Context: an optimization exercise on an open-source flow, tuned for small area, a short achievable clock period and few clock cycles. The choices shown serve that exercise and are no tape-out recipe. Function was not checked in any run shown here: the RTL went through the layout flow alone. Power figures rest on the tool's default switching activity, not on a simulated workload.

### flow/config.mk
export PLATFORM = sky130hd
export DESIGN_NAME = frame_engine
export DESIGN_NICKNAME = frame_engine
export VERILOG_FILES = /design/flow/design.v
export SDC_FILE = /design/flow/constraint.sdc
export NUM_CORES = 4
export LEC_CHECK = 0
export CAP_MARGIN = 20
export CELL_PAD_IN_SITES_DETAIL_PLACEMENT = 1
export CELL_PAD_IN_SITES_GLOBAL_PLACEMENT = 2
export CORE_MARGIN = 2
export CORE_UTILIZATION = 50
export CTS_CLUSTER_DIAMETER = 120
export CTS_CLUSTER_SIZE = 24
export SLEW_MARGIN = 20
### flow/constraint.sdc
create_clock -name core_clock -period 11.0 [get_ports {clk}]
set_input_delay 2.2000 -clock core_clock [delete_from_list [all_inputs] [get_ports {clk}]]
set_output_delay 2.2000 -clock core_clock [all_outputs]
set_load 0.01 [all_outputs]
### flow/design.v
module frame_engine (
    input  wire        clk,
    input  wire        rst,           
    input  wire        cmd_valid,
    output wire        cmd_ready,
    input  wire [31:0] cmd_data,
    output reg         rsp_valid,
    output wire [31:0] rsp_data,
    output wire        frm_valid,
    input  wire        frm_ready,
    output wire [7:0]  frm_data,
    output wire        frm_first,
    output wire        frm_last
);
    localparam [7:0] P_MARKER0 = 8'hA5;
    localparam [7:0] P_MARKER1 = 8'h5A;
    localparam [7:0] P_VERSION = 8'h01;
    localparam [7:0] P_TYPE    = 8'h01;
    function [15:0] crc_step;
        input [15:0] r;
        input [7:0]  b;
        integer      n;
        reg   [15:0] t;
        begin
            t = r ^ {b, 8'h00};
            for (n = 0; n < 8; n = n + 1)
                t = t[15] ? ((t << 1) ^ 16'h1021) : (t << 1);
            crc_step = t;
        end
    endfunction
    wire [7:0] op = cmd_data[31:24];
    wire is_nop    = (cmd_data == 32'h00000000);
    wire is_init   = (cmd_data == 32'h01000000);
    wire is_seed   = (op == 8'h02) && (cmd_data[23:16] == 8'h00);
    wire is_update = (op == 8'h03) && (cmd_data[23:8]  == 16'h0000);
    wire is_read   = (cmd_data == 32'h04000000);
    wire is_hdr    = (op == 8'h08);
    wire is_feed   = (op == 8'h10) && (cmd_data[23:8]  == 16'h0000);
    wire is_status = (cmd_data == 32'h20000000);
    wire is_legal  = is_nop | is_init | is_seed | is_update | is_read |
                     is_hdr | is_feed | is_status;
    reg [7:0]  ring [0:127];
    reg [7:0]  qhead;       
    reg [7:0]  vtail;       
    reg [7:0]  qtail;       
    reg [6:0]  blen;        
    reg [6:0]  bend;        
    reg [7:0]  level;
    reg [7:0]  qlen;        
    reg        feed_ok;     
    reg        avail;       
    reg [15:0] pcrc;        
    reg        hdr_ok;      
    reg [3:0]  cnt;         
    reg        big;         
    reg [7:0]  prev;        
    reg        nm_v;        
    reg [6:0]  nm_a;
    reg        busy;
    reg        cmode;       
    reg [6:0]  rd;          
    reg [6:0]  rend;        
    reg [6:0]  jstart;      
    reg [7:0]  xr;
    reg        xv;
    reg [2:0]  nframes;
    reg [15:0] crc_reg;
    reg        illegal;
    reg        rk_ones, rk_crc, rk_stat;
    reg [2:0]  rsmall;
    reg [7:0]  h_d, n_d;
    reg        h_v, n_v;
    reg [6:0]  hoff;        
    reg [6:0]  hlast;       
    reg  [7:0] fa;          
    reg  [6:0] raddr;       
    wire [7:0] rdata = ring[raddr];
    reg        rdy;
    assign cmd_ready = rdy;
    wire       fire      = cmd_valid && cmd_ready;
    wire       feed_fire = fire && is_feed;
    wire       rp_act    = busy && !cmode && xv;
    wire       st_act    = feed_fire || rp_act;
    wire [7:0] x = busy ? xr : cmd_data[7:0];
    wire       last = (rd == rend);           
    wire       cand    = (blen >= 7'd2);
    wire [6:0] lastoff = {1'b0, cnt, 2'b11} + 7'd4;           
    wire       crc_en  = (blen <= 7'd4) || (blen + 7'd1 < lastoff);
    wire       x_a5    = busy ? (xr == P_MARKER0) : (cmd_data[7:0] == P_MARKER0);
    wire       x_5a    = busy ? (xr == P_MARKER1) : (cmd_data[7:0] == P_MARKER1);
    wire       mk      = (prev == P_MARKER0) && x_5a;
    wire       done_big = (blen == 7'd7) && big;
    wire       at_last  = (blen == lastoff) && !big;
    wire       good_pre = hdr_ok && (cnt != 4'd0) && (pcrc[7:0] == prev);
    wire       good     = good_pre && (busy ? (pcrc[15:8] == xr)
                                                : (pcrc[15:8] == cmd_data[7:0]));
    wire       s_acc    = cand && at_last && good;
    wire       s_rej    = cand && (done_big || (at_last && !good));
    wire [6:0] bend_p1 = bend + 7'd1;
    wire [6:0] bend_m1 = bend - 7'd1;
    wire       st_v    = nm_v || mk || x_a5;
    wire [6:0] st_a    = nm_v ? nm_a : (mk ? bend_m1 : bend);
    wire       restart = s_rej && st_v;
    wire       we = busy ? xv : feed_ok;
    always @(posedge clk) begin
        if (we)
            ring[bend] <= x;
    end
    wire [31:0] status = {illegal, 1'b0, avail, feed_ok,
                          4'b0, level, 5'b0, 4'b0, blen};
    assign rsp_data = {32{rk_ones}} |
                      ({16'h0, crc_reg} & {32{rk_crc}}) |
                      (status & {32{rk_stat}}) |
                      {29'h0, rsmall};
    assign frm_valid = h_v;
    assign frm_data  = h_d;
    reg    first_r, last_r;   
    assign frm_first = first_r;
    assign frm_last  = last_r;
    wire   pop       = h_v && frm_ready;
    wire   fetch     = !busy && (fa != vtail) && !(h_v && n_v && !pop);
    wire       acc      = st_act && s_acc;
    wire       resp_now = (feed_fire && !restart) ||
                          (rp_act && last && !restart);
    wire [7:0] qt_acc   = qtail + {1'b0, blen} + 8'd1;
    wire [7:0] qtail_n  = acc ? qt_acc : qtail;
    wire [7:0] vtail_n  = resp_now ? qtail_n : vtail;
    wire [7:0] l_a  = qlen;                        
    wire [7:0] l_b  = qlen + {1'b0, blen} + 8'd1;
    wire [7:0] l_s  = !resp_now ? level : (acc ? l_b : l_a);
    wire [7:0] l_sm = !resp_now ? level - 8'd1 : (acc ? l_b - 8'd1 : l_a - 8'd1);
    wire [7:0] level_n = pop ? l_sm : l_s;
    wire f_s  = !resp_now ? (level <= 8'd60) : (acc ? (l_b <= 8'd60) : (l_a <= 8'd60));
    wire f_sm = !resp_now ? (level <= 8'd61) : (acc ? (l_b <= 8'd61) : (l_a <= 8'd61));
    wire a_s  = !resp_now ? (level != 8'd0) : (acc ? (l_b != 8'd0) : (l_a != 8'd0));
    wire a_sm = !resp_now ? (level != 8'd1) : (acc ? (l_b != 8'd1) : (l_a != 8'd1));
    wire a5ld = resp_now && !avail && (qtail_n != vtail);
    wire busy_n = (feed_fire && restart) || (busy && !(rp_act && last && !restart));
    wire [6:0] rd_n = (feed_fire && restart)              ? st_a :
                      (rp_act && restart && last)         ? st_a :
                      (busy && cmode && xv && last)       ? jstart :
                      (busy && rd != rend)                ? rd + 7'd1 : rd;
    wire [7:0] fa_p1 = fa + 8'd1;
    wire [7:0] fa_n = (a5ld || fetch) ? fa_p1 : fa;
    wire [7:0] l_am = l_a - 8'd1;
    wire [7:0] l_bm = l_b - 8'd1;
    wire [7:0] qlen_n = pop ? (acc ? l_bm : l_am) : (acc ? l_b : l_a);
    reg [6:0] blen_n, bend_n;
    always @(*) begin
        blen_n = blen;
        bend_n = bend;
        if (st_act) begin
            if (!cand) begin
                if (blen == 7'd1 && x_5a) begin
                    blen_n = 7'd2;
                    bend_n = qtail[6:0] + 7'd2;
                end else if (x_a5) begin
                    blen_n = 7'd1;
                    bend_n = qtail[6:0] + 7'd1;
                end else begin
                    blen_n = 7'd0;
                    bend_n = qtail[6:0];
                end
            end else if (s_acc) begin
                blen_n = 7'd0;
                bend_n = bend_p1;
            end else if (s_rej) begin
                blen_n = 7'd0;
                bend_n = (busy && !last && st_v) ? bend_p1 : qtail[6:0];
            end else begin
                blen_n = blen + 7'd1;
                bend_n = bend_p1;
            end
        end else if (busy && cmode && xv) begin
            bend_n = last ? qtail[6:0] : bend_p1;
        end
    end
    always @(posedge clk) begin
        if (rst) begin
            qhead     <= 8'd0;
            qtail     <= 8'd0;
            vtail     <= 8'd0;
            blen      <= 7'd0;
            bend      <= 7'd0;
            level     <= 8'd0;
            fa        <= 8'd0;
            raddr     <= 7'd0;
            qlen      <= 8'd0;
            feed_ok   <= 1'b1;
            rdy       <= 1'b1;
            avail     <= 1'b0;
            busy      <= 1'b0;
            cmode     <= 1'b0;
            xv        <= 1'b0;
            crc_reg   <= 16'hFFFF;
            illegal   <= 1'b0;
            rsp_valid <= 1'b0;
            h_v       <= 1'b0;
            n_v       <= 1'b0;
            hoff      <= 7'd0;
            hlast     <= 7'd127;
            first_r   <= 1'b1;
            last_r    <= 1'b0;
            nm_v      <= 1'b0;
        end else begin
            rsp_valid <= resp_now || (fire && !is_feed);
            qhead   <= qhead + {7'd0, pop};
            qtail   <= qtail_n;
            vtail   <= vtail_n;
            blen    <= blen_n;
            bend    <= bend_n;
            level   <= level_n;
            feed_ok <= pop ? f_sm : f_s;
            rdy     <= !busy_n && ((pop ? f_sm : f_s) ||
                                   (cmd_valid && !is_feed && !fire));
            avail   <= pop ? a_sm : a_s;
            fa    <= fa_n;
            rd    <= rd_n;
            raddr <= busy_n ? rd_n : fa_n[6:0];
            qlen  <= qlen_n;
            if (fire) begin
                rk_ones <= !is_legal;
                rk_crc  <= is_read;
                rk_stat <= is_status;
                rsmall  <= 3'd0;
                if (!is_legal)
                    illegal <= 1'b1;
                else if (is_init)
                    crc_reg <= 16'hFFFF;
                else if (is_seed)
                    crc_reg <= cmd_data[15:0];
                else if (is_update)
                    crc_reg <= crc_step(crc_reg, cmd_data[7:0]);
                else if (is_hdr)
                    rsmall <= {2'b0, (cmd_data[23:16] == P_VERSION) &&
                                     (cmd_data[15:8]  == P_TYPE) &&
                                     (cmd_data[7:0]   != 8'h00)};
                else if (is_feed)
                    rsmall <= {2'b0, s_acc};
            end
            if (st_act) begin
                prev <= x;
                if (!cand) begin
                    pcrc <= 16'hFFFF;
                    nm_v <= 1'b0;
                end else begin
                    if (crc_en)
                        pcrc <= crc_step(pcrc, x);
                    if (blen == 7'd2)
                        hdr_ok <= (x == P_VERSION);
                    if (blen == 7'd3)
                        hdr_ok <= hdr_ok && (x == P_TYPE);
                    if (blen == 7'd4) begin
                        cnt <= x[3:0];
                        big <= (x[7:4] != 4'd0);
                    end
                    if (mk && !nm_v) begin
                        nm_v <= 1'b1;
                        nm_a <= bend_m1;
                    end
                end
            end
            if (busy) begin
                if (rd != rend) begin
                    xr <= rdata;
                    xv <= 1'b1;
                end else
                    xv <= 1'b0;
            end
            if (feed_fire) begin
                nframes <= {2'b0, s_acc};
                if (restart) begin
                    busy  <= 1'b1;
                    cmode <= 1'b0;
                    rend  <= bend_p1;
                    xv    <= 1'b0;
                end
            end else if (rp_act) begin
                if (s_acc)
                    nframes <= nframes + 3'd1;
                if (restart) begin
                    if (last) begin
                        rend <= bend_p1;
                        xv   <= 1'b0;
                    end else begin
                        cmode  <= 1'b1;
                        jstart <= st_a;
                    end
                end else if (last) begin
                    busy   <= 1'b0;
                    rsmall <= nframes + {2'b0, s_acc};
                end
            end else if (busy && cmode && xv && last) begin
                cmode <= 1'b0;
                rend  <= bend_p1;
                xv    <= 1'b0;
            end
            if (pop) begin
                hoff    <= last_r ? 7'd0 : hoff + 7'd1;
                first_r <= last_r;
                last_r  <= !last_r && (hoff != 7'd4) && (hoff + 7'd1 == hlast);
                if (hoff == 7'd4)
                    hlast <= {1'b0, h_d[3:0], 2'b11} + 7'd4;
                if (n_v) begin
                    h_d <= n_d;
                    h_v <= 1'b1;
                    n_d <= rdata;
                    n_v <= fetch;
                end else begin
                    h_d <= rdata;
                    h_v <= fetch;
                    n_v <= 1'b0;
                end
            end else if (fetch) begin
                if (!h_v) begin
                    h_d <= rdata;
                    h_v <= 1'b1;
                end else begin
                    n_d <= rdata;
                    n_v <= 1'b1;
                end
            end
            if (a5ld) begin
                h_d <= P_MARKER0;
                h_v <= 1'b1;
            end
        end
    end
endmodule
### flow/flow/run.sh
#!/bin/bash
set -euo pipefail
bash standard.sh SETUP_SLACK_MARGIN=7 finish > standard_flow.log 2>&1
### flow/standard.sh
#!/bin/bash
# synth_recipe.tcl (not shown) runs the flow's synth.tcl, then flattens the netlist and writes it again
# the make line also repeats each setting of config.mk as NAME=value (left out here)
make -C /OpenROAD-flow-scripts/flow DESIGN_CONFIG=/design/flow/config.mk WORK_HOME=/design/flow/orfs CLKGATE_MAP_FILE= SYNTH_SCRIPT=/design/flow/synth_recipe.tcl "${@:-finish}"
==> metrics.md, run 1 <==
| Metric | Value |
|---|---|
| Outcome | `timing/DRC/antenna clean` |
| Critical-path top delay cell | `or4_4` |
| Placed cells | `4305` |
| Post-DRT Antenna Nets | `0` |
| First-pass GRT wire length | `203 mm` |
| TritonCTS clock tree | `yes` |
| # setup viols final | `0` |
| R2R depth | `11` |
| Die area | `105000 um^2` |
| Hold path start | `illegal` |
| Final min period | `4.80 ns` |
| Setup crit end kind | `flop` |
| Worst Tran Pin Value | `1.11 ns` |
| Post-synth EDFFs | `1115` |
| Worst vdd ir | `0.156 mV` |
| Initial antenna violation count | `5` |
| Worst Path Required | `11.55 ns` |
| Cells after Synth | `2993` |
| Post-synth top flop | `edfxtp_1` |
| Largest net degree at the start of global routing | `93` |
| Max-slew headroom | `0.260` |
| Synth async-reset ratio | `0` |
| Max Fclk | `208 MHz` |
| N_diodes | `0` |
| Share of cells above drive strength 1 | `0.268` |
| Seq/Total Area, Yosys | `0.691` |
| Clock transition at the registers of the reported paths | `0.10 ns` |
| Crit-path most repeated cell | `or4_4` |
| Util after Layout | `0.571` |
| Die width | `325 um` |
| Synthesis warning total | `1` |
| Vias per Instance | `6.19` |
| CTS Buf Count | `58` |
| Max cap viols | `0` |
| Buffers on Ports | `80` |
| Register bit total from synthesis | `1217` |
| Worst slack, placed | `3.91 ns` |
| Area growth syn-to-layout | `13.0%` |
| Skew final | `0.0347 ns` |
| Hold depth | `2` |
| Initial DRC Count | `2631` |
| Drt drc | `0` |
| Top-count cell post-synth | `edfxtp_1` |
| Final Wtd Congestion | `0.850` |
| DR vias | `28100` |
| Max reg flops | `1024` |
| Root buffer cell | `clkbuf_16` |
| Area leader, netlist | `edfxtp_1` |
| Leakage power | `17.9 nW` |
| Mapped Avg Cell Area | `17.2 um^2` |
| Clock Sink Count | `1217` |
| Crit Path Class | `input port to flop` |
| Vias in the first global route | `29100` |
| HP Class | `flop to flop` |
| Reg2Reg Launch Point | `busy` |
| Htree depth | `2` |
| Tcrit/Tclk final | `0.436` |
| Max FO, Critical Path | `7` |
| Wirelength, routed | `140 mm` |
| Commonest cells post-synth | `edfxtp_1 (1115), mux4_2 (336), nor2_1 (291)` |
| Slew Limit Fails | `0` |
| Startpoint types | `input port` |
| # IOs | `81` |
| DR pass1 iterations | `5` |
| Die Ht | `325 um` |
| Crit path max-delay family | `simple AND/OR/NAND/NOR gates` |
| Hold Vio Cnt, Final | `0` |
| Congestion Overflow GR | `0` |
| Post-synth top area share | `0.651` |
| RSZ-0062 raised after global routing | `yes` |
| GRT Total Usage | `0.263` |
| Final WS setup | `6.20 ns` |
| Avg WL per Cell | `30.7 um` |
| DP Wirelength | `84.9 mm` |
| Number of nets in the layout | `3235` |
| PD cells | `141 nW/um^2` |
| Critical-path cell list | `buf_12 -> mux2i_4 -> xnor2_4 -> or4_4 -> or4_4 -> nand2b_4 -> o211a_4 -> or3b_4 -> o21ai_4 -> mux2i_2 -> a211oi_2` |
| CP max stage delay | `0.61 ns` |
| Max Root-Sink Buffers | `3` |
| Yosys cell types | `78` |
| Worst reg2reg setup slack | `6.53 ns` |
| Final cell count without fillers | `4548` |
| Synthesized area | `51400 um^2` |
| Core area | `102000 um^2` |
| Final Hold Slack | `0.493 ns` |
| CTS Hold Bufs | `0` |
| Largest cells by area after synthesis | `edfxtp_1 (65%), mux4_2 (15%), dfxtp_1 (4.0%), nor2_1 (2.1%), xnor2_1 (1.5%)` |
| Starting Density | `0.505` |
| # rows | `117` |
| Post-Syn Nets | `3074` |
| Worst-Skew Late Latency | `0.71 ns` |
| Setup tns final | `0 ns` |
| Hold Crit Endpoint | `illegal` |
| Arrival @ worst endpoint | `5.34 ns` |
| CP Buf/Inv Count | `1` |
[tightest hold or removal path: cells and delay by family, from the launching register on]
kind	cells	cell delay [ns]
and+or+nand+nor	1	0.07
DFF	1	0.35
AOI/OAI and AO/OA	1	0.05
[metrics by stage]
stage / area (um^2) / power (mW)
2_1_floorplan: 52000 / 5.55
3_5_place_dp: 53900 / 5.75
3_3_place_gp: 53900 / 5.73
5_1_grt: 58100 / 8.44
4_1_cts: 57100 / 8.25
6_report: 58100 / 8.22
[metal layers]
layer  GRT usage  wire length, um  part of all wire
met5           0               35           0.00025
met4      0.0799             4500             0.032
met3      0.0410             7720             0.055
met2       0.428            68000              0.49
met1       0.370            59500              0.43
[cell type report]
class                   instances  area, um^2
fillers                      9087       43800
flip-flops and latches       1217       35600
multi-input cells            1569       16200
repair buffers                264        2700
well taps                    1368        1710
clock buffers                  79        1600
inverters                      40         179
clock inverters                 7         111
repair inverters                4        25.0
[power breakdown]
part / total (mW) / switching, mW / leakage, nW / internal (mW)
Sequential: 5.07 / 0.0232 / 10.8 / 5.05
Combinational: 0.628 / 0.343 / 6.18 / 0.284
Clock: 2.52 / 1.44 / 0.829 / 1.07
[cells by family (layout without fill, tap and decap cells)]
logic type,count (synthesis),after routing,share of synthesized area
buffers and inverters,214,394,0.0164
adder cells (fa/ha/maj),45,45,0.0112
flip-flops,1217,1217,0.691
AO/OA/AOI/OAI,291,292,0.0357
XOR/XNOR,158,158,0.0272
AND/OR/NAND/NOR,688,691,0.0622
multiplexers,380,383,0.157
[cells in the final DEF (no fill, tap or decap), types with 12 or more instances in the layout]
master	count
a21o_1	22
buf_12	20
o21ai_1	18
nor3_1	27
buf_6	47
xor2_1	65
mux2i_1	15
nor2b_1	13
clkdlybuf4s50_1	34
a211oi_1	15
o211ai_1	13
edfxtp_1	1115
nand4_1	22
nand3_1	49
ha_1	42
buf_2	27
dfxtp_1	89
nand2_1	128
a21oi_1	72
a21oi_2	17
mux4_2	336
inv_1	32
nor4_1	20
buf_4	114
nor2_1	277
xnor2_1	83
o21ai_0	42
clkbuf_1	17
and3_1	12
clkbuf_16	62
nor2_4	12
[worst max path at each step]
stage / start / end / slack, ns / cells after the start
3_5_place_dp: cmd_data[1] / flop / 3.91 / 12
4_1_cts: cmd_data[7] / flop / 6.20 / 13
6_report: cmd_data[7] / flop / 6.20 / 11
5_1_grt: cmd_data[6] / flop / 6.13 / 13
2_1_floorplan: cmd_data[3] / flop / 5.10 / 14
3_3_place_gp: cmd_data[1] / flop / 4.04 / 12
[repair_timing]
action	4_1_cts	5_1_grt
pin swaps	49	72
gates resized for setup	324	142
setup buffers	89	50
gates cloned	15	3
setup endpoints to repair	812	265
==> inputs of run 2 (changes only) <==
==> flow/flow/run.sh (replaced) <==
#!/bin/bash
set -euo pipefail
bash standard.sh SETUP_SLACK_MARGIN=6.75 finish > standard_flow.log 2>&1
==> run 2 against run 1 <==
Effect of this change:
- register-to-register slack better by 0.07 ns
- non-clock buffer count is 50 lower
- fmax decreased by 0.92%
- critical path depth increased by 2
- highest routed layer is now met4
- total power decreased by 1.5%
- synthesized cell count unchanged
- utilization is 1.0 points lower
- cell count shrank 1.2%
- still clean
- clock skew shrank 0.0017 ns
==> metrics.md, run 2 <==
| Metric | Value |
|---|---|
| Register bit total from synthesis | `1217 (unchanged)` |
| Combinational power share | `0.074 (-0.002)` |
| Largest net degree at the start of global routing | `121 (+30%)` |
| Seq/Total Area, Yosys | `0.691 (unchanged)` |
| Worst vdd ir | `0.137 mV (-12%)` |
| CP Buf/Inv Count | `3 (+2)` |
| Post-synth top flop | `edfxtp_1` |
| Crit Path Class | `input port to flop` |
| RSZ-0062 raised after global routing | `yes` |
| Synthesis warning total | `1 (unchanged)` |
| DR pass1 iterations | `5 (unchanged)` |
| Worst Tran Pin Value | `1.08 ns (-0.0209 ns)` |
| Max cap viols | `0 (unchanged)` |
| Reg power frac | `0.627 (+0.009)` |
| Sw frac | `0.221 (+0.00151)` |
| Initial DRC Count | `2958 (+12%)` |
| Filler cell count | `9120 (+0.36%)` |
| CTS Buf Count | `58 (unchanged)` |
| Commonest cells post-synth | `edfxtp_1 (1115), mux4_2 (336), nor2_1 (291)` |
| Worst-Skew Late Latency | `0.70 ns (about the same)` |
| Int Power | `6.30 mW (-1.7%)` |
| # rows | `117 (unchanged)` |
| Final min period | `4.84 ns (+0.0448 ns)` |
| Top-count cell post-synth | `edfxtp_1` |
| Root buffer cell | `clkbuf_16` |
| Final Wtd Congestion | `0.848 (-0.20%)` |
| Skew final | `0.0329 ns (-0.00173 ns)` |
| Starting Density | `0.505 (unchanged)` |
| Cell area after layout | `57100 um^2 (-1.8%)` |
| Area leader, netlist | `edfxtp_1` |
| PD cells | `142 nW/um^2 (+0.29%)` |
| Buffers on Ports | `80 (unchanged)` |
| TritonCTS clock tree | `yes` |
| Vias per Instance | `6.22 (+0.49%)` |
| Clock transition at the registers of the reported paths | `0.10 ns (about the same)` |
| Core area | `102000 um^2 (unchanged)` |
| DP Area | `53900 um^2 (about the same)` |
| Htree depth | `2 (unchanged)` |
| Synth async-reset ratio | `0 (unchanged)` |
| Post-Syn Nets | `3074 (unchanged)` |
| Max FO, Critical Path | `6 (-1)` |
| Slew Limit Fails | `0 (unchanged)` |
| Area of the multi-input gates | `16000 um^2 (-1.5%)` |
| Synthesized area | `51400 um^2 (unchanged)` |
| Number of nets in the layout | `3182 (-1.6%)` |
| Critical-path cell list | `buf_16 -> mux2_8 -> xor2_4 -> buf_6 -> or3_4 -> or4_4 -> nand2b_4 -> mux2_4 -> or3b_4 -> o21ai_4 -> buf_6 -> or3_4 -> a311oi_2` |
| Setup tns final | `0 ns (unchanged)` |
| DR vias | `27900 (-0.68%)` |
| Die area | `105000 um^2 (unchanged)` |
| Most frequent cells in the layout | `edfxtp_1 (1115), mux4_2 (336), nor2_1 (281)` |
| Yosys cell types | `78 (unchanged)` |
| Initial antenna violation count | `2 (-3)` |
| Post-DRT Antenna Nets | `0 (unchanged)` |
| Largest cells by area after synthesis | `edfxtp_1 (65%), mux4_2 (15%), dfxtp_1 (4.0%), nor2_1 (2.1%), xnor2_1 (1.5%)` |
| Most common cell after layout, fill and taps aside | `edfxtp_1` |
| Tcrit/Tclk final | `0.440 (+0.00407)` |
| Critical-path top delay cell | `or4_4` |
| Die width | `325 um (unchanged)` |
| Hold Vio Cnt, Final | `0 (unchanged)` |
| Mapped Avg Cell Area | `17.2 um^2 (unchanged)` |
| Die Ht | `325 um (unchanged)` |
| Arrival @ worst endpoint | `5.44 ns (+0.10 ns)` |
| Outcome | `timing/DRC/antenna clean` |
| Area growth syn-to-layout | `11.0%` |
| Post-synth EDFFs | `1115 (unchanged)` |
| Worst slack, placed | `3.90 ns (-0.00503 ns)` |
| # setup viols final | `0 (unchanged)` |
| Setup crit end kind | `flop` |
| NetSw | `1.79 mW (-0.83%)` |
| Drt drc | `0 (unchanged)` |
| Max-slew headroom | `0.277 (+0.0166)` |
| Post-synth top area share | `0.651 (unchanged)` |
| Crit path max-delay family | `simple AND/OR/NAND/NOR gates` |
| Startpoint types | `input port` |
| FF+latch area | `35500 um^2 (about the same)` |
| DP Wirelength | `85.1 mm (+0.24%)` |
| Wirelength, routed | `137 mm (-2.2%)` |
| Power consumption | `8.09 mW (-1.5%)` |
| HP Class | `flop to flop` |
| Max Fclk | `206 MHz (-0.92%)` |
| First-pass GRT wire length | `202 mm (-0.56%)` |
| Final WS setup | `6.16 ns (-0.0448 ns)` |
| # IOs | `81 (unchanged)` |
| Leakage power | `17.3 nW (-3.0%)` |
| Max Root-Sink Buffers | `3 (unchanged)` |
| Congestion Overflow GR | `0 (unchanged)` |
| Clock Power Share | `0.299 (-0.007)` |
| Vias in the first global route | `29100 (-0.041%)` |
| Worst Path Required | `11.59 ns (+0.04 ns)` |
| CP max stage delay | `0.54 ns (-0.07 ns)` |
| Cells after Synth | `2993 (unchanged)` |
| CTS Hold Bufs | `0 (unchanged)` |
| Avg WL per Cell | `30.4 um (-1.1%)` |
| GRT Total Usage | `0.260 (-0.00313)` |
| Share of cells above drive strength 1 | `0.237 (-0.0312)` |
| Max reg flops | `1024 (unchanged)` |
| Clock Sink Count | `1217 (unchanged)` |
run 2: cell types whose count changed in the layout (fill, tap and decap cells not counted), sizes merged, moves of 6 or more:
cell	change
inv	+8
clkdlybuf4s15	+6
clkinvlp	-7
dlygate4sd2	+15
buf	-82
clkbuf	+7
run 2: final timing paths:
kind          startpoint       to  slack [ns]  cells after the start
max          cmd_data[1]     flop        6.16                     13
min reg2reg      illegal  illegal        0.50                      2
max reg2reg         busy     flop        6.60                     12
min              illegal  illegal        0.50                      2
run 2: timing repair:
| action | 4_1_cts | 5_1_grt |
|---|---|---|
| gates resized for setup | 167 | 102 |
| gates cloned | 9 | 1 |
| setup buffers | 64 | 29 |
| pin swaps | 34 | 31 |
| endpoints found under the setup margin | 274 | 118 |
run 2: final cells by class:
type | count | share of cell area
diodes | 1 | 0.0000438
multi-input cells | 1568 | 0.280
inverters | 40 | 0.00302
well taps | 1368 | 0.0300
repair buffers | 214 | 0.0354
repair inverters | 2 | 0.000219
flip-flops and latches | 1217 | 0.623
clock inverters | 11 | 0.00184
clock buffers | 74 | 0.0265
run 2: logic make-up (layout without fill, tap and decap cells):
group,count (synthesis),in the layout,share of synthesized area
flip-flops,1217,1217,0.691
AND/OR/NAND/NOR,688,691,0.0622
multiplexers,380,383,0.157
AO/OA/AOI/OAI,291,291,0.0357
buffers and inverters,214,341,0.0164
XOR/XNOR,158,158,0.0272
adder cells (fa/ha/maj),45,45,0.0112
other,0,1,0
run 2: tightest hold or removal path, cell delays in order, from the launching register on:
cell and delay, ns:
dfxtp_1 0.35, a21oi_1 0.05, nor2_1 0.07
run 2: per-layer routing:
layer,global-route usage,routed length (um)
met1,0.370,58800
met2,0.440,68400
met3,0.0280,6620
met4,0.0514,2850
met5,0,0
run 2: stage by stage:
stage               cells  hold WS [ns]   util
detailed placement   4305         0.472  0.529
global placement     4305         0.463  0.529
floorplan            2993         0.437      -
CTS                  4463         0.496  0.555
finish               4495         0.498  0.560
global route         4494         0.530  0.560
run 2: power groups by stage:
| stage | Sequential [mW] | Combinational [mW] | Clock [mW] |
|---|---|---|---|
| after global routing | 5.08 | 0.639 | 2.60 |
| after detailed placement | 5.19 | 0.563 | 0 |
| final | 5.08 | 0.596 | 2.42 |
| after global placement | 5.19 | 0.549 | 0 |
| after floorplan | 5.17 | 0.383 | 0 |
| after CTS | 5.08 | 0.598 | 2.48 |
==> inputs of run 3 (changes only) <==
--- a/flow/design.v
+++ b/flow/design.v
@@ -101,4 +101,6 @@
     wire       st_v    = nm_v || mk || x_a5;
     wire [6:0] st_a    = nm_v ? nm_a : (mk ? bend_m1 : bend);
+    wire [6:0] nm_a_p1 = nm_a + 7'd1;
+    wire [6:0] st_a1   = nm_v ? nm_a_p1 : (mk ? bend : bend_p1);
     wire       restart = s_rej && st_v;
     wire       we = busy ? xv : feed_ok;
@@ -109,8 +111,7 @@
     wire [31:0] status = {illegal, 1'b0, avail, feed_ok,
                           4'b0, level, 5'b0, 4'b0, blen};
-    assign rsp_data = {32{rk_ones}} |
-                      ({16'h0, crc_reg} & {32{rk_crc}}) |
-                      (status & {32{rk_stat}}) |
-                      {29'h0, rsmall};
+    assign rsp_data = rk_ones ? 32'hFFFFFFFF :
+                      rk_crc  ? {16'h0, crc_reg} :
+                      rk_stat ? status : {29'h0, rsmall};
     assign frm_valid = h_v;
     assign frm_data  = h_d;
@@ -137,6 +138,6 @@
     wire a5ld = resp_now && !avail && (qtail_n != vtail);
     wire busy_n = (feed_fire && restart) || (busy && !(rp_act && last && !restart));
-    wire [6:0] rd_n = (feed_fire && restart)              ? st_a :
-                      (rp_act && restart && last)         ? st_a :
+    wire [6:0] rd_n = (feed_fire && restart)              ? st_a1 :
+                      (rp_act && restart && last)         ? st_a1 :
                       (busy && cmode && xv && last)       ? jstart :
                       (busy && rd != rend)                ? rd + 7'd1 : rd;
@@ -274,5 +275,6 @@
                     cmode <= 1'b0;
                     rend  <= bend_p1;
-                    xv    <= 1'b0;
+                    xr    <= P_MARKER0;
+                    xv    <= 1'b1;
                 end
             end else if (rp_act) begin
@@ -282,8 +284,9 @@
                     if (last) begin
                         rend <= bend_p1;
-                        xv   <= 1'b0;
+                        xr   <= P_MARKER0;
+                        xv   <= 1'b1;
                     end else begin
                         cmode  <= 1'b1;
-                        jstart <= st_a;
+                        jstart <= st_a1;
                     end
                 end else if (last) begin
@@ -294,5 +297,6 @@
                 cmode <= 1'b0;
                 rend  <= bend_p1;
-                xv    <= 1'b0;
+                xr    <= P_MARKER0;
+                xv    <= 1'b1;
             end
             if (pop) begin
==> flow/flow/run.sh (replaced) <==
#!/bin/bash
set -euo pipefail
bash standard.sh SETUP_SLACK_MARGIN=7 finish > standard_flow.log 2>&1
==> run 3 against run 2 <==
Effect of this change:
- area after synthesis is 0.38% higher
- synthesized cell count rose by 0.94%
- flip-flop and latch count did not move
- sequential share of layout area shrank 0.87 points
- combinational power increased to 2.8 times the previous value
- worst hold slack better by 0.012 ns
- non-clock buffer count up 24
- cell area grew 1.5%
- utilization is 0.73 points higher
- die area grew 0.37%
- total power is 13% higher
- clock skew grew 0.014 ns
==> metrics.md, run 3 <==
| Metric | Value |
|---|---|
| Register bit total from synthesis | `1217 (unchanged)` |
| PD cells | `158 nW/um^2 (+12%)` |
| Clock transition at the registers of the reported paths | `0.11 ns (about the same)` |
| Most frequent cells in the layout | `edfxtp_1 (1115), mux4_2 (336), nor2_1 (258)` |
| Die area | `106000 um^2 (+0.37%)` |
| Htree depth | `2 (unchanged)` |
| Root buffer cell | `clkbuf_16` |
| Buffers on Ports | `80 (unchanged)` |
| Die Ht | `325 um (+0.19%)` |
| Synthesized area | `51600 um^2 (+0.38%)` |
| DR pass1 iterations | `6 (+1)` |
| Startpoint types | `input port` |
| Most common cell after layout, fill and taps aside | `edfxtp_1` |
| Max Fclk | `216 MHz (+4.8%)` |
| Number of nets in the layout | `3249 (+2.1%)` |
| Util after Layout | `0.568 (+0.00734)` |
| Yosys cell types | `79 (+1.3%)` |
| Max cap viols | `0 (unchanged)` |
| GRT Total Usage | `0.264 (+0.00454)` |
| Area growth syn-to-layout | `12.2%` |
| Vias per Instance | `6.25 (+0.49%)` |
| Max reg flops | `1024 (unchanged)` |
| Power consumption | `9.18 mW (+13%)` |
| Crit Path Class | `input port to flop` |
| Post-synth top area share | `0.649 (-0.00246)` |
| First-pass GRT wire length | `205 mm (+1.3%)` |
| CTS Buf Count | `57 (-1.7%)` |
| Max Root-Sink Buffers | `3 (unchanged)` |
| Critical-path top delay cell | `or4_4` |
| Post-DRT Antenna Nets | `0 (unchanged)` |
| Synthesis warning total | `1 (unchanged)` |
| Worst Path Required | `11.57 ns (-0.02 ns)` |
| Leakage power | `17.8 nW (+2.6%)` |
| Clock Sink Count | `1217 (unchanged)` |
| Congestion Overflow GR | `0 (unchanged)` |
| Largest cells by area after synthesis | `edfxtp_1 (65%), mux4_2 (15%), dfxtp_1 (4.0%), nor2_1 (2.1%), xnor2_1 (1.5%)` |
| Skew final | `0.0468 ns (+0.0138 ns)` |
| Initial DRC Count | `2746 (-7.2%)` |
| Top-count cell post-synth | `edfxtp_1` |
| Avg WL per Cell | `31.0 um (+1.9%)` |
| Critical-path cell list | `buf_4 -> nor4_4 -> nand2_1 -> or4_4 -> o22ai_4 -> buf_6 -> and4b_1 -> xnor3_1 -> o311a_4 -> a211o_4 -> buf_4 -> a21oi_4 -> xnor2_2 -> a211oi_1` |
| Max-slew headroom | `0.298 (+0.0207)` |
| Setup crit end kind | `flop` |
| Arrival @ worst endpoint | `5.19 ns (-0.25 ns)` |
| Max FO, Critical Path | `7 (+1)` |
| Post-synth EDFFs | `1115 (unchanged)` |
| Die width | `325 um (+0.19%)` |
| Starting Density | `0.506 (+0.00119)` |
| HP Class | `flop to flop` |
| Cell area after layout | `57900 um^2 (+1.5%)` |
| Cells after Synth | `3021 (+0.94%)` |
| Share of cells above drive strength 1 | `0.260 (+0.0228)` |
| Tcrit/Tclk final | `0.420 (-0.0201)` |
| Drt drc | `0 (unchanged)` |
| Initial antenna violation count | `8 (+6)` |
| Placed cells | `4336 (+0.72%)` |
| TritonCTS clock tree | `yes` |
| Final Hold Slack | `0.510 ns (+0.0117 ns)` |
| Wirelength, routed | `141 mm (+3.4%)` |
| Core area | `102000 um^2 (+0.14%)` |
| Commonest cells post-synth | `edfxtp_1 (1115), mux4_2 (336), nor2_1 (285)` |
| Area leader, netlist | `edfxtp_1` |
| Hold Vio Cnt, Final | `0 (unchanged)` |
| Final Wtd Congestion | `0.847 (-0.17%)` |
| Worst reg2reg setup slack | `6.59 ns (about the same)` |
| CP max stage delay | `0.56 ns (+0.02 ns)` |
| Mapped Avg Cell Area | `17.1 um^2 (-0.55%)` |
| Setup tns final | `0 ns (unchanged)` |
| Synth async-reset ratio | `0 (unchanged)` |
| # setup viols final | `0 (unchanged)` |
| Outcome | `timing/DRC/antenna clean` |
| Seq/Total Area, Yosys | `0.688 (-0.00261)` |
| Worst vdd ir | `0.189 mV (+38%)` |
| Worst Tran Pin Value | `1.05 ns (-0.0325 ns)` |
| Final cell count without fillers | `4561 (+1.5%)` |
| Final min period | `4.62 ns (-0.221 ns)` |
| DP Wirelength | `85.4 mm (+0.33%)` |
| Slew Limit Fails | `0 (unchanged)` |
| # rows | `117 (unchanged)` |
| DP Area | `54200 um^2 (+0.50%)` |
| Crit-path most repeated cell | `buf_4` |
| Worst-Skew Late Latency | `0.71 ns (about the same)` |
| DR vias | `28500 (+2.0%)` |
| Post-synth top flop | `edfxtp_1` |
| RSZ-0062 raised after global routing | `yes` |
| Largest net degree at the start of global routing | `69 (-43%)` |
| Post-Syn Nets | `3103 (+0.94%)` |
| Final WS setup | `6.38 ns (+0.221 ns)` |
| Vias in the first global route | `29100 (+0.16%)` |
| # IOs | `81 (unchanged)` |
| Worst slack, placed | `3.65 ns (-0.253 ns)` |
-- run 3: cell count changes after synthesis, moves of 5 or more --
cell	before	now
nand2_1	143	165
clkbuf_1	124	114
or3_1	12	4
xor2_1	66	74
nor4_1	28	18
nand2b_1	7	14
or4_1	14	8
nand3_1	52	57
and3_1	14	9
nor3_1	35	41
nor2_1	291	285
a21o_1	22	27
o2111ai_1	5	15
-- run 3: path summary, 6_finish.rpt --
kind / from / end / depth (start not counted)
setup / recovery: cmd_data[29] / flop / 14
hold / removal: hlast[4] / hlast[4] / 2
hold reg to reg: hlast[4] / hlast[4] / 2
setup reg to reg: blen[0] / flop / 17
-- run 3: logic make-up (layout without fill, tap and decap cells) --
logic type,after synthesis,in the layout,synth area share
compound gates,308,311,0.0385
xor+xnor,162,162,0.0277
fa+ha+maj,46,46,0.0114
buf+inv,210,361,0.0159
flops,1217,1217,0.688
mux,380,392,0.156
other cells,0,3,0
simple gates,698,701,0.0626
-- run 3: where the power goes --
part | switching (mW) | internal, mW
Combinational | 0.836 | 0.811
Clock | 1.41 | 0.975
Sequential | 0.0653 | 5.08
-- run 3: metal layers --
| layer | vias to the layer above | global-route usage | wire length [um] |
|---|---|---|---|
| met1 | 15200 | 0.370 | 59200 |
| met5 | - | 0 | 42 |
| met2 | 827 | 0.439 | 69800 |
| met4 | 6 | 0.0751 | 4570 |
| li1 | 12200 | - | - |
| met3 | 198 | 0.0332 | 7820 |
-- run 3: what timing repair did --
item	4_1_cts	5_1_grt
cloned	20	5
gates resized for setup	354	123
setup buffers	76	39
pin swaps	32	46
hold buffers	0	0
setup endpoints to repair	410	639
-- run 3: area by class of cell --
class	count	area [um^2]
inverter	41	180
sequential	1217	35600
fill	9121	44100
clock buffer	76	1520
multi-input combinational	1612	16600
clock inverter	6	57.6
antenna	3	7.51
timing repair buffer	238	2320
tap	1368	1710
-- run 3: worst max-delay path, delay by kind of cell --
family,cells,cell delay [ns]
AOI/OAI and AO/OA,5,0.95
and+or+nand+nor,4,1.22
buffers and inverters,3,0.43
xor gates and xnor gates,2,0.38
==> inputs of run 4 (changes only) <==
==> flow/flow/run.sh (replaced) <==
#!/bin/bash
set -euo pipefail
bash standard.sh SETUP_SLACK_MARGIN=6.75 finish > standard_flow.log 2>&1
==> run 4 against run 3 <==
Effect of this change:
- via count decreased by 0.92%
- sequential power about the same
- highest routed layer unchanged
- register-to-register slack improved by 0.04 ns
- largest cell class unchanged
- worst hold slack about the same
- global-route usage increased by 0.057 points
- cell area decreased by 0.71%
- total power about the same
- fmax decreased by 1.9%
- combinational power decreased by 4%
- largest power group unchanged
==> metrics.md, run 4 <==
| Metric | Value |
|---|---|
| Outcome | `timing/DRC/antenna clean` |
| Max reg flops | `1024 (unchanged)` |
| Drt drc | `0 (unchanged)` |
| Worst vdd ir | `0.135 mV (-29%)` |
| CP Buf/Inv Count | `2 (-1)` |
| Setup crit end kind | `flop` |
| CP max stage delay | `0.63 ns (+0.07 ns)` |
| Synth Area in Adders | `0.0114 (unchanged)` |
| Synthesized area | `51600 um^2 (unchanged)` |
| Synth async-reset ratio | `0 (unchanged)` |
| Wirelength, routed | `140 mm (-1.0%)` |
| Skew final | `0.0415 ns (-0.00528 ns)` |
| Final WS setup | `6.29 ns (-0.0892 ns)` |
| Buffers on Ports | `80 (unchanged)` |
| Crit Path Class | `input port to flop` |
| Die width | `325 um (unchanged)` |
| Crit path max-delay family | `simple AND/OR/NAND/NOR gates` |
| Max FO, Critical Path | `8 (+1)` |
| Share of cells above drive strength 1 | `0.242 (-0.0175)` |
| Root buffer cell | `clkbuf_16` |
| GRT Total Usage | `0.265 (+0.000567)` |
| Synthesis warning total | `1 (unchanged)` |
| FF+latch area | `35600 um^2 (about the same)` |
| Slew Limit Fails | `0 (unchanged)` |
| HP Class | `flop to flop` |
| Post-synth top area share | `0.649 (unchanged)` |
| Max-slew headroom | `0.286 (-0.0113)` |
| Vias in the first global route | `29500 (+1.3%)` |
| N_diodes | `0 (-3)` |
| # IOs | `81 (unchanged)` |
| Most common cell after layout, fill and taps aside | `edfxtp_1` |
| Worst-Skew Late Latency | `0.72 ns (about the same)` |
| PD cells | `159 nW/um^2 (+0.65%)` |
| First-pass GRT wire length | `206 mm (+0.57%)` |
| CTS Buf Count | `58 (+1.8%)` |
| Filler cell count | `9122 (+0.011%)` |
| Startpoint types | `input port` |
| Final min period | `4.71 ns (+0.0892 ns)` |
| Die area | `106000 um^2 (unchanged)` |
| Combinational family with the most area after synthesis | `multiplexers` |
| Area leader, netlist | `edfxtp_1` |
| Mapped Avg Cell Area | `17.1 um^2 (unchanged)` |
| Commonest cells post-synth | `edfxtp_1 (1115), mux4_2 (336), nor2_1 (285)` |
| Max Root-Sink Buffers | `3 (unchanged)` |
| Post-DRT Antenna Nets | `0 (unchanged)` |
| Starting Density | `0.506 (unchanged)` |
| Mux contribution to synthesized area | `0.156 (unchanged)` |
| Post-synthesis compound-gate area fraction | `0.0385 (unchanged)` |
| DP Area | `54100 um^2 (-0.19%)` |
| Seq/Total Area, Yosys | `0.688 (unchanged)` |
| Area growth syn-to-layout | `11.4%` |
| Leakage power | `17.6 nW (-0.98%)` |
| Clock Sink Count | `1217 (unchanged)` |
| Top-count cell post-synth | `edfxtp_1` |
| Congestion Overflow GR | `0 (unchanged)` |
| Clock transition at the registers of the reported paths | `0.10 ns (about the same)` |
| Critical-path cell list | `buf_8 -> nor4_4 -> nand2_2 -> or4_4 -> o22ai_4 -> and4b_2 -> xnor3_1 -> o311a_4 -> a211o_4 -> buf_12 -> a21oi_4` |
| Vias per Instance | `6.25 (about the same)` |
| Htree depth | `2 (unchanged)` |
| Register bit total from synthesis | `1217 (unchanged)` |
| DR vias | `28200 (-0.92%)` |
| Initial antenna violation count | `4 (-4)` |
| Synth Area in XOR/XNOR | `0.0277 (unchanged)` |
| Setup tns final | `0 ns (unchanged)` |
| Largest net degree at the start of global routing | `90 (+30%)` |
| TritonCTS clock tree | `yes` |
| Final Wtd Congestion | `0.834 (-1.5%)` |
| Initial DRC Count | `2554 (-7.0%)` |
| # setup viols final | `0 (unchanged)` |
| Worst slack, placed | `3.70 ns (+0.0512 ns)` |
| Critical-path top delay cell | `or4_4` |
| Hold Vio Cnt, Final | `0 (unchanged)` |
| Max Fclk | `212 MHz (-1.9%)` |
| Most frequent cells in the layout | `edfxtp_1 (1115), mux4_2 (336), nor2_1 (268)` |
| DR pass1 iterations | `7 (+1)` |
| Worst Path Required | `11.37 ns (-0.20 ns)` |
| Largest cells by area after synthesis | `edfxtp_1 (65%), mux4_2 (15%), dfxtp_1 (4.0%), nor2_1 (2.1%), xnor2_1 (1.5%)` |
| Arrival @ worst endpoint | `5.09 ns (-0.10 ns)` |
| Post-Syn Nets | `3103 (unchanged)` |
| Cells after Synth | `3021 (unchanged)` |
| Area of the multi-input gates | `16400 um^2 (-0.71%)` |
| Post-synth top flop | `edfxtp_1` |
| Number of nets in the layout | `3210 (-1.2%)` |
| Max cap viols | `0 (unchanged)` |
| DP Wirelength | `83.9 mm (-1.8%)` |
| Core area | `102000 um^2 (unchanged)` |
| # rows | `117 (unchanged)` |
| Yosys cell types | `79 (unchanged)` |
| Post-synth EDFFs | `1115 (unchanged)` |
| RSZ-0062 raised after global routing | `yes` |
| CTS Hold Bufs | `0 (unchanged)` |
| Synth Area in Simple Gates | `0.0626 (unchanged)` |
| Avg WL per Cell | `31.0 um (about the same)` |
| Die Ht | `325 um (unchanged)` |
| Tcrit/Tclk final | `0.428 (+0.00811)` |
| Worst Tran Pin Value | `1.07 ns (+0.0184 ns)` |
| Cell area after layout | `57500 um^2 (-0.71%)` |
run 4: cells by family (layout without fill, tap and decap cells):
group / after synthesis / after routing
flops: 1217 / 1217
compound gates: 308 / 308
simple gates: 698 / 699
fa+ha+maj: 46 / 46
mux: 380 / 392
xor+xnor: 162 / 162
buf+inv: 210 / 324
run 4: tightest hold or removal path, delay by kind of cell (launching register included):
kind	cells	cell delay [ns]
simple gates	1	0.06
compound gates	1	0.07
flops	1	0.33
run 4: final timing paths:
check | from | endpoint | slack [ns] | cells after the start
hold reg to reg | hlast[5] | hlast[5] | 0.51 | 2
setup reg to reg | blen[6] | h_d[4] | 6.63 | 12
setup / recovery | cmd_data[13] | h_d[4] | 6.29 | 11
hold / removal | hlast[5] | hlast[5] | 0.51 | 2
run 4: layout make-up:
cell class / instances / share of cell area
Inverter: 41 / 0.00305
Timing Repair Buffer: 203 / 0.0344
Sequential cell: 1217 / 0.618
Tap cell: 1368 / 0.0298
Multi-Input combinational cell: 1607 / 0.286
Clock buffer: 73 / 0.0262
Clock inverter: 7 / 0.00224
run 4: through the flow:
| step | cells | util | hold WS, ns | power (mW) |
|---|---|---|---|---|
| after floorplan | 3021 | - | 0.438 | 6.29 |
| after CTS | 4487 | 0.558 | 0.518 | 9.23 |
| after global placement | 4331 | 0.530 | 0.459 | 6.74 |
| after global routing | 4516 | 0.564 | 0.543 | 9.46 |
| final | 4516 | 0.564 | 0.510 | 9.17 |
| after detailed placement | 4331 | 0.530 | 0.503 | 6.76 |
run 4: power breakdown:
group	internal, mW	leakage, nW	switching [mW]
Combinational	0.770	5.96	0.819
Clock	0.984	0.789	1.45
Sequential	5.08	10.9	0.0743
run 4: what timing repair did:
action	CTS	global route
resized for setup	245	131
pin swaps	30	27
cloned	18	0
setup buffers	58	29
setup endpoints to repair	207	212
run 4: metal layers:
metal | part of all wire | track usage | up-vias | wire [um]
met1 | 0.42 | 0.364 | 15200 | 58500
met2 | 0.50 | 0.449 | 786 | 70400
met5 | 0.00011 | 0 | - | 15
met3 | 0.049 | 0.0291 | 165 | 6890
met4 | 0.029 | 0.0781 | 2 | 4040
li1 | - | - | 12100 | -
==> inputs of run 5 (changes only) <==
==> flow/flow/run.sh (replaced) <==
#!/bin/bash
set -euo pipefail
bash standard.sh SETUP_SLACK_MARGIN=7.25 finish > standard_flow.log 2>&1
==> run 5 against run 4 <==
Effect of this change:
- worst hold slack better by 0.0035 ns
- still clean
- area after synthesis unchanged
- routed wire length is 3.3% higher
- combinational power up 6%
- first-iteration DRC count up 4.1%
- sequential share of layout area is 1.3 points lower
- utilization is 1.2 points higher
- clock power decreased by 2%
==> metrics.md, run 5 <==
| Metric | Value |
|---|---|
| Clock Power Share | `0.260 (-0.005)` |
| Synthesized area | `51600 um^2 (unchanged)` |
| Max reg flops | `1024 (unchanged)` |
| Final Wtd Congestion | `0.842 (+0.88%)` |
| Final min period | `4.65 ns (-0.0655 ns)` |
| R2R depth | `13 (+1)` |
| Clock Sink Count | `1217 (unchanged)` |
| Die Ht | `325 um (unchanged)` |
| Top-count cell post-synth | `edfxtp_1` |
| RSZ-0062 raised after global routing | `yes` |
| Max Root-Sink Buffers | `3 (unchanged)` |
| Startpoint types | `input port` |
| FF+latch area | `35600 um^2 (about the same)` |
| Post-Syn Nets | `3103 (unchanged)` |
| Root buffer cell | `clkbuf_16` |
| Tcrit/Tclk final | `0.422 (-0.00595)` |
| Mapped Avg Cell Area | `17.1 um^2 (unchanged)` |
| Worst Path Required | `11.56 ns (+0.19 ns)` |
| Htree depth | `2 (unchanged)` |
| Int Power | `6.87 mW (+0.57%)` |
| Largest cells by area after synthesis | `edfxtp_1 (65%), mux4_2 (15%), dfxtp_1 (4.0%), nor2_1 (2.1%), xnor2_1 (1.5%)` |
| GRT Total Usage | `0.274 (+0.00870)` |
| Post-synth top flop | `edfxtp_1` |
| Buffers on Ports | `80 (unchanged)` |
| First-pass GRT wire length | `211 mm (+2.8%)` |
| Hold Crit Endpoint | `illegal` |
| Register bit total from synthesis | `1217 (unchanged)` |
| Area growth syn-to-layout | `13.8%` |
| DP Wirelength | `84.1 mm (+0.28%)` |
| Die width | `325 um (unchanged)` |
| Core area | `102000 um^2 (unchanged)` |
| Hold Vio Cnt, Final | `0 (unchanged)` |
| Number of nets in the layout | `3263 (+1.7%)` |
| Combinational power share | `0.183 (+0.010)` |
| Worst-Skew Late Latency | `0.68 ns (-0.04 ns)` |
| Placed cells | `4330 (-0.023%)` |
| Initial DRC Count | `2658 (+4.1%)` |
| Setup tns final | `0 ns (unchanged)` |
| PD cells | `157 nW/um^2 (-1.7%)` |
| # setup viols final | `0 (unchanged)` |
| Area leader, netlist | `edfxtp_1` |
| Yosys cell types | `79 (unchanged)` |
| Most frequent cells in the layout | `edfxtp_1 (1115), mux4_2 (336), nor2_1 (205)` |
| Starting Density | `0.506 (unchanged)` |
| Outcome | `timing/DRC/antenna clean` |
| CTS Buf Count | `57 (-1.7%)` |
| Crit Path Class | `input port to flop` |
| Hold depth | `2 (unchanged)` |
| CTS Hold Bufs | `0 (unchanged)` |
| HP Class | `flop to flop` |
| Post-synth EDFFs | `1115 (unchanged)` |
| Seq/Total Area, Yosys | `0.688 (unchanged)` |
| Post-synth top area share | `0.649 (unchanged)` |
| Vias per Instance | `6.31 (+0.95%)` |
| Die area | `106000 um^2 (unchanged)` |
| Worst reg2reg setup slack | `6.50 ns (-0.13 ns)` |
| Max-slew headroom | `0.291 (+0.00423)` |
| Share of cells above drive strength 1 | `0.289 (+0.0474)` |
| NetSw | `2.34 mW (about the same)` |
| Clock transition at the registers of the reported paths | `0.11 ns (about the same)` |
| Post-DRT Antenna Nets | `0 (unchanged)` |
| Synth async-reset ratio | `0 (unchanged)` |
| Wirelength, routed | `145 mm (+3.3%)` |
| DR vias | `28900 (+2.2%)` |
| Arrival @ worst endpoint | `5.20 ns (+0.11 ns)` |
| Leakage power | `18.0 nW (+2.4%)` |
| Cells after Synth | `3021 (unchanged)` |
| TritonCTS clock tree | `yes` |
| Skew final | `0.0248 ns (-0.0167 ns)` |
| # IOs | `81 (unchanged)` |
| Max Fclk | `215 MHz (+1.4%)` |
| Area of the multi-input gates | `17000 um^2 (+3.2%)` |
| Max FO, Critical Path | `4 (-4)` |
| Commonest cells post-synth | `edfxtp_1 (1115), mux4_2 (336), nor2_1 (285)` |
| Max cap viols | `0 (unchanged)` |
| Largest net degree at the start of global routing | `81 (-10%)` |
| Filler cell count | `9033 (-0.98%)` |
| Slew Limit Fails | `0 (unchanged)` |
| Most common cell after layout, fill and taps aside | `edfxtp_1` |
| Vias in the first global route | `29900 (+1.4%)` |
| Sw frac | `0.254 (-0.00125)` |
| Avg WL per Cell | `31.6 um (+2.1%)` |
| Reg2Reg Launch Point | `blen[6]` |
| DR pass1 iterations | `5 (-2)` |
| Drt drc | `0 (unchanged)` |
| Initial antenna violation count | `4 (unchanged)` |
| Final cell count without fillers | `4573 (+1.3%)` |
| Congestion Overflow GR | `0 (unchanged)` |
| Worst vdd ir | `0.179 mV (+32%)` |
| Worst Tran Pin Value | `1.06 ns (-0.00635 ns)` |
| Reg power frac | `0.558 (-0.004)` |
| Hold path start | `illegal` |
| # rows | `117 (unchanged)` |
| Synthesis warning total | `1 (unchanged)` |
| Setup crit end kind | `flop` |
-- run 5: critical path, cell delays in order --
cell	delay [ns]
buf_8	0.10
nor4_4	0.29
nand2b_1	0.12
or4_4	0.60
o22a_4	0.26
buf_12	0.13
nor2_4	0.10
buf_6	0.12
o2111ai_4	0.12
a211oi_4	0.37
a211oi_4	0.10
buf_6	0.15
nor2_4	0.15
mux2i_2	0.28
a211oi_2	0.10
-- run 5: how the worst max path moves through the flow --
stage | cells after the start | end | start
floorplan | 11 | h_d[0] | cmd_data[9]
global placement | 12 | fa[3] | cmd_data[1]
detailed placement | 12 | fa[3] | cmd_data[1]
CTS | 12 | flop | cmd_data[22]
global route | 15 | flop | cmd_data[27]
finish | 15 | flop | cmd_data[27]
-- run 5: logic make-up after synthesis --
family / after synthesis / share of synthesized area
XOR/XNOR: 162 / 0.0277
multiplexers: 380 / 0.156
adder cells (fa/ha/maj): 46 / 0.0114
buffers and inverters: 210 / 0.0159
AO/OA/AOI/OAI: 308 / 0.0385
flip-flops: 1217 / 0.688
AND/OR/NAND/NOR: 698 / 0.0626
-- run 5: per-stage QoR --
| stage | setup WS, ns | power, mW | util | hold slack, ns | area [um^2] |
|---|---|---|---|---|---|
| floorplan | 6.02 | 6.29 | - | 0.438 | 52100 |
| global placement | 3.96 | 6.75 | 0.531 | 0.468 | 54100 |
| detailed placement | 3.72 | 6.77 | 0.531 | 0.503 | 54200 |
| CTS | 6.46 | 9.26 | 0.566 | 0.524 | 57700 |
| global route | 6.26 | 9.49 | 0.576 | 0.571 | 58700 |
| finish | 6.35 | 9.21 | 0.576 | 0.513 | 58700 |
-- run 5: timing repair --
action,in CTS,in global routing
resized for setup,462,177
buffers inserted,102,29
setup endpoints to repair,807,1323
cloned,27,2
pin swaps,49,59
-- run 5: routing by layer --
layer | track usage | routed length (um)
met2 | 0.448 | 71100
met3 | 0.0328 | 8010
met5 | 0 | 13
met4 | 0.0829 | 4730
met1 | 0.388 | 60700
-- run 5: cell type report --
class,count,area share
clock inverters,6,0.00113
inverters,41,0.00309
repair inverters,2,0.000170
diodes,2,0.0000852
multi-input cells,1611,0.289
clock buffers,75,0.0254
well taps,1368,0.0291
flip-flops and latches,1217,0.606
repair buffers,251,0.0462
-- run 5: power by group through the flow --
stage	Combinational [mW]	Clock (mW)	Sequential, mW
CTS	1.69	2.44	5.13
floorplan	1.09	0	5.21
global route	1.79	2.56	5.14
global placement	1.50	0	5.25
finish	1.68	2.39	5.14
detailed placement	1.52	0	5.25
==> inputs of run 6 (changes only) <==
==> flow/flow/run.sh (replaced) <==
#!/bin/bash
set -euo pipefail
bash standard.sh SETUP_SLACK_MARGIN=7 finish > standard_flow.log 2>&1
--- a/flow/config.mk
+++ b/flow/config.mk
@@ -11,5 +11,5 @@
 export CORE_MARGIN = 2
 export CORE_UTILIZATION = 50
-export CTS_CLUSTER_DIAMETER = 120
-export CTS_CLUSTER_SIZE = 24
+export CTS_CLUSTER_DIAMETER = 100
+export CTS_CLUSTER_SIZE = 20
 export SLEW_MARGIN = 20
==> run 6 against run 5 <==
Effect of this change:
- non-clock buffer count decreased by 7
- sequential power about the same
- combinational power decreased by 2%
- die area unchanged
==> metrics.md, run 6 <==
| Metric | Value |
|---|---|
| Max Root-Sink Buffers | `3 (unchanged)` |
| Share of cells above drive strength 1 | `0.279 (-0.0109)` |
| Synthesis warning total | `1 (unchanged)` |
| GRT Total Usage | `0.268 (-0.00529)` |
| Clock transition at the registers of the reported paths | `0.09 ns (-0.02 ns)` |
| Tcrit/Tclk final | `0.434 (+0.0119)` |
| # setup viols final | `0 (unchanged)` |
| Util after Layout | `0.575 (-0.000601)` |
| Worst Tran Pin Value | `1.02 ns (-0.0423 ns)` |
| Post-synth EDFFs | `1115 (unchanged)` |
| Worst slack, placed | `3.65 ns (-0.0680 ns)` |
| Max-slew headroom | `0.318 (+0.0273)` |
| Starting Density | `0.506 (unchanged)` |
| Top-count cell post-synth | `edfxtp_1` |
| Die width | `325 um (unchanged)` |
| Cell area after layout | `58700 um^2 (-0.10%)` |
| Outcome | `timing/DRC/antenna clean` |
| Die area | `106000 um^2 (unchanged)` |
| Yosys cell types | `79 (unchanged)` |
| Synthesized area | `51600 um^2 (unchanged)` |
| Initial antenna violation count | `7 (+3)` |
| Buffers on Ports | `80 (unchanged)` |
| Register bit total from synthesis | `1217 (unchanged)` |
| Initial DRC Count | `2425 (-8.8%)` |
| First-pass GRT wire length | `207 mm (-2.0%)` |
| Crit Path Class | `input port to flop` |
| Worst Path Required | `11.61 ns (+0.05 ns)` |
| Critical-path top delay cell | `or4_4` |
| Die Ht | `325 um (unchanged)` |
| Final WS setup | `6.22 ns (-0.131 ns)` |
| Hold Vio Cnt, Final | `0 (unchanged)` |
| Most common cell after layout, fill and taps aside | `edfxtp_1` |
| Commonest cells post-synth | `edfxtp_1 (1115), mux4_2 (336), nor2_1 (285)` |
| Crit path max-delay family | `simple AND/OR/NAND/NOR gates` |
| NetSw | `2.42 mW (+3.5%)` |
| Final Wtd Congestion | `0.847 (+0.64%)` |
| Crit-path most repeated cell | `buf_6` |
| Final min period | `4.78 ns (+0.131 ns)` |
| Setup crit end kind | `flop` |
| Post-synth top area share | `0.649 (unchanged)` |
| PD cells | `163 nW/um^2 (+4.0%)` |
| Combinational power share | `0.171 (-0.012)` |
| CP max stage delay | `0.61 ns (about the same)` |
| DP Area | `54200 um^2 (about the same)` |
| Synth async-reset ratio | `0 (unchanged)` |
| HP Class | `flop to flop` |
| Post-synth top flop | `edfxtp_1` |
| RSZ-0062 raised after global routing | `yes` |
| Sw frac | `0.253 (-0.000831)` |
| Arrival @ worst endpoint | `5.38 ns (+0.18 ns)` |
| Area leader, netlist | `edfxtp_1` |
| Max Fclk | `209 MHz (-2.7%)` |
| CTS Buf Count | `73 (+28%)` |
| Leakage power | `18.1 nW (+0.20%)` |
| Core area | `102000 um^2 (unchanged)` |
| Wirelength, routed | `141 mm (-2.3%)` |
| # IOs | `81 (unchanged)` |
| Root buffer cell | `clkbuf_16` |
| Slew Limit Fails | `0 (unchanged)` |
| Largest net degree at the start of global routing | `69 (-15%)` |
| Mapped Avg Cell Area | `17.1 um^2 (unchanged)` |
| Area growth syn-to-layout | `13.6%` |
| # rows | `117 (unchanged)` |
| Clock Sink Count | `1217 (unchanged)` |
| Worst-Skew Late Latency | `0.69 ns (about the same)` |
| Worst vdd ir | `0.173 mV (-3.3%)` |
| Number of nets in the layout | `3267 (+0.12%)` |
| Drt drc | `0 (unchanged)` |
| Reg power frac | `0.538 (-0.020)` |
| Most frequent cells in the layout | `edfxtp_1 (1115), mux4_2 (336), nor2_1 (233)` |
| Post-DRT Antenna Nets | `0 (unchanged)` |
| Startpoint types | `input port` |
| Setup tns final | `0 ns (unchanged)` |
| DR pass1 iterations | `6 (+1)` |
| Vias in the first global route | `29600 (-1.2%)` |
| CP Buf/Inv Count | `4 (unchanged)` |
| CTS Hold Bufs | `0 (unchanged)` |
| Cells after Synth | `3021 (unchanged)` |
| Final Hold Slack | `0.508 ns (-0.00533 ns)` |
| TritonCTS clock tree | `yes` |
| Congestion Overflow GR | `0 (unchanged)` |
| Max reg flops | `1024 (unchanged)` |
| Max FO, Critical Path | `4 (unchanged)` |
| Max cap viols | `0 (unchanged)` |
| Int Power | `7.14 mW (+4.0%)` |
| Clock Power Share | `0.291 (+0.031)` |
| Htree depth | `3 (+1)` |
| DP Wirelength | `85.4 mm (+1.5%)` |
| Largest cells by area after synthesis | `edfxtp_1 (65%), mux4_2 (15%), dfxtp_1 (4.0%), nor2_1 (2.1%), xnor2_1 (1.5%)` |
| Post-Syn Nets | `3103 (unchanged)` |
| Critical-path cell list | `dlygate4sd2_1 -> nor3_4 -> nand2_2 -> or4_4 -> buf_6 -> o22ai_4 -> buf_6 -> and4b_1 -> xnor3_1 -> o311a_4 -> a211oi_4 -> buf_4 -> nor2_4 -> or3_4 -> a21oi_1` |
| DR vias | `28600 (-0.98%)` |
| Avg WL per Cell | `30.9 um (-2.4%)` |
| Seq/Total Area, Yosys | `0.688 (unchanged)` |
| Skew final | `0.0581 ns (+0.0333 ns)` |
| Vias per Instance | `6.24 (-1.1%)` |
run 6: cell counts after synthesis:
Identical to the previous run, type by type.
run 6: cell type report:
cell class,instances,area (um^2)
fill,9118,43400
sequential,1217,35600
multi-input combinational,1608,16700
timing repair buffer,244,2430
clock buffer,81,1880
tap,1368,1710
clock inverter,15,205
inverter,41,183
antenna,3,7.51
run 6: worst paths after layout:
path	from	to	slack (ns)	cells past startpoint
worst max-delay path	cmd_data[10]	fa[3]	6.22	15
worst min-delay path	hlast[4]	hlast[4]	0.51	2
worst max register to register	blen[6]	fa[3]	6.55	14
worst min register to register	hlast[4]	hlast[4]	0.51	2
run 6: per-stage QoR:
stage	total power, mW	instances
finish	9.56	4577
global route	9.86	4575
detailed placement	6.77	4336
global placement	6.75	4333
floorplan	6.29	3021
CTS	9.61	4543
run 6: worst register-to-register path, cell delays in order, from the launching register on:
cell       delay (ns)
dfxtp_2          0.43
nor4_2           0.66
nand2_2          0.55
o2111ai_1        0.57
nand4b_1         0.20
buf_4            0.19
buf_4            0.21
nor4_4           0.07
nor2b_1          0.16
o311a_4          0.35
a211oi_4         0.28
buf_4            0.17
nor2_4           0.05
or3_4            0.39
a21oi_1          0.16
run 6: cells by family after synthesis:
group / synth area share
adders and majority gates: 0.0114
AOI/OAI and AO/OA: 0.0385
buffers and inverters: 0.0159
xor gates and xnor gates: 0.0277
DFF: 0.688
muxes: 0.156
and+or+nand+nor: 0.0626
run 6: power by group through the flow:
stage / Clock, mW / Combinational, mW / Sequential [mW]
after floorplan: 0 / 1.08 / 5.21
after global placement: 0 / 1.50 / 5.25
after detailed placement: 0 / 1.52 / 5.25
after CTS: 2.84 / 1.64 / 5.14
after global routing: 2.96 / 1.75 / 5.14
final: 2.79 / 1.64 / 5.14
run 6: metal layers:
metal / up-vias / track usage / wire, um
met4: 2 / 0.0778 / 4630
met2: 826 / 0.445 / 70100
met3: 205 / 0.0364 / 8070
li1: 12300 / - / -
met1: 15300 / 0.374 / 58400
met5: - / 0 / 18
run 6: repair_timing:
action | CTS | global route
cloned | 19 | 1
endpoints found under the setup margin | 430 | 556
buffers inserted | 92 | 30
pin swaps | 45 | 53
resized for setup | 382 | 142

==> what the ideal ports hide <==
In the flow no input, the clock included, has a driving cell. The finished layouts below were timed again as built, in two steps.
Step 1 assumes that a clkbuf_16 drives the clock port and a buf_2 every other input.
Step 2 also shifts input and output timing later by t, the mid clock arrival at the registers, as if the neighbouring blocks saw the same clock.
Slacks: no drivers / after step 1 / after step 2; pairs: no drivers / after step 1.
run | shift t [ns] | slack for setup (ns) | hold slack, ns
run 1 | 0.756 | 6.201 / 6.212 / 5.456 | 0.493 / 0.493 / 0.493
run 2 | 0.750 | 6.156 / 6.164 / 5.414 | 0.498 / 0.498 / 0.498
run 3 | 0.764 | 6.377 / 6.422 / 5.658 | 0.510 / 0.510 / 0.510
run 4 | 0.767 | 6.288 / 6.317 / 5.550 | 0.509 / 0.509 / 0.509
run 5 | 0.747 | 6.353 / 6.387 / 5.640 | 0.513 / 0.513 / 0.513
run 6 | 0.732 | 6.223 / 6.274 / 5.542 | 0.508 / 0.508 / 0.508
After both steps every run listed still meets setup and hold. For run 1, which loses most, drivers alone change the setup slack by +0.011 ns; drivers and shift together by -0.745 ns.
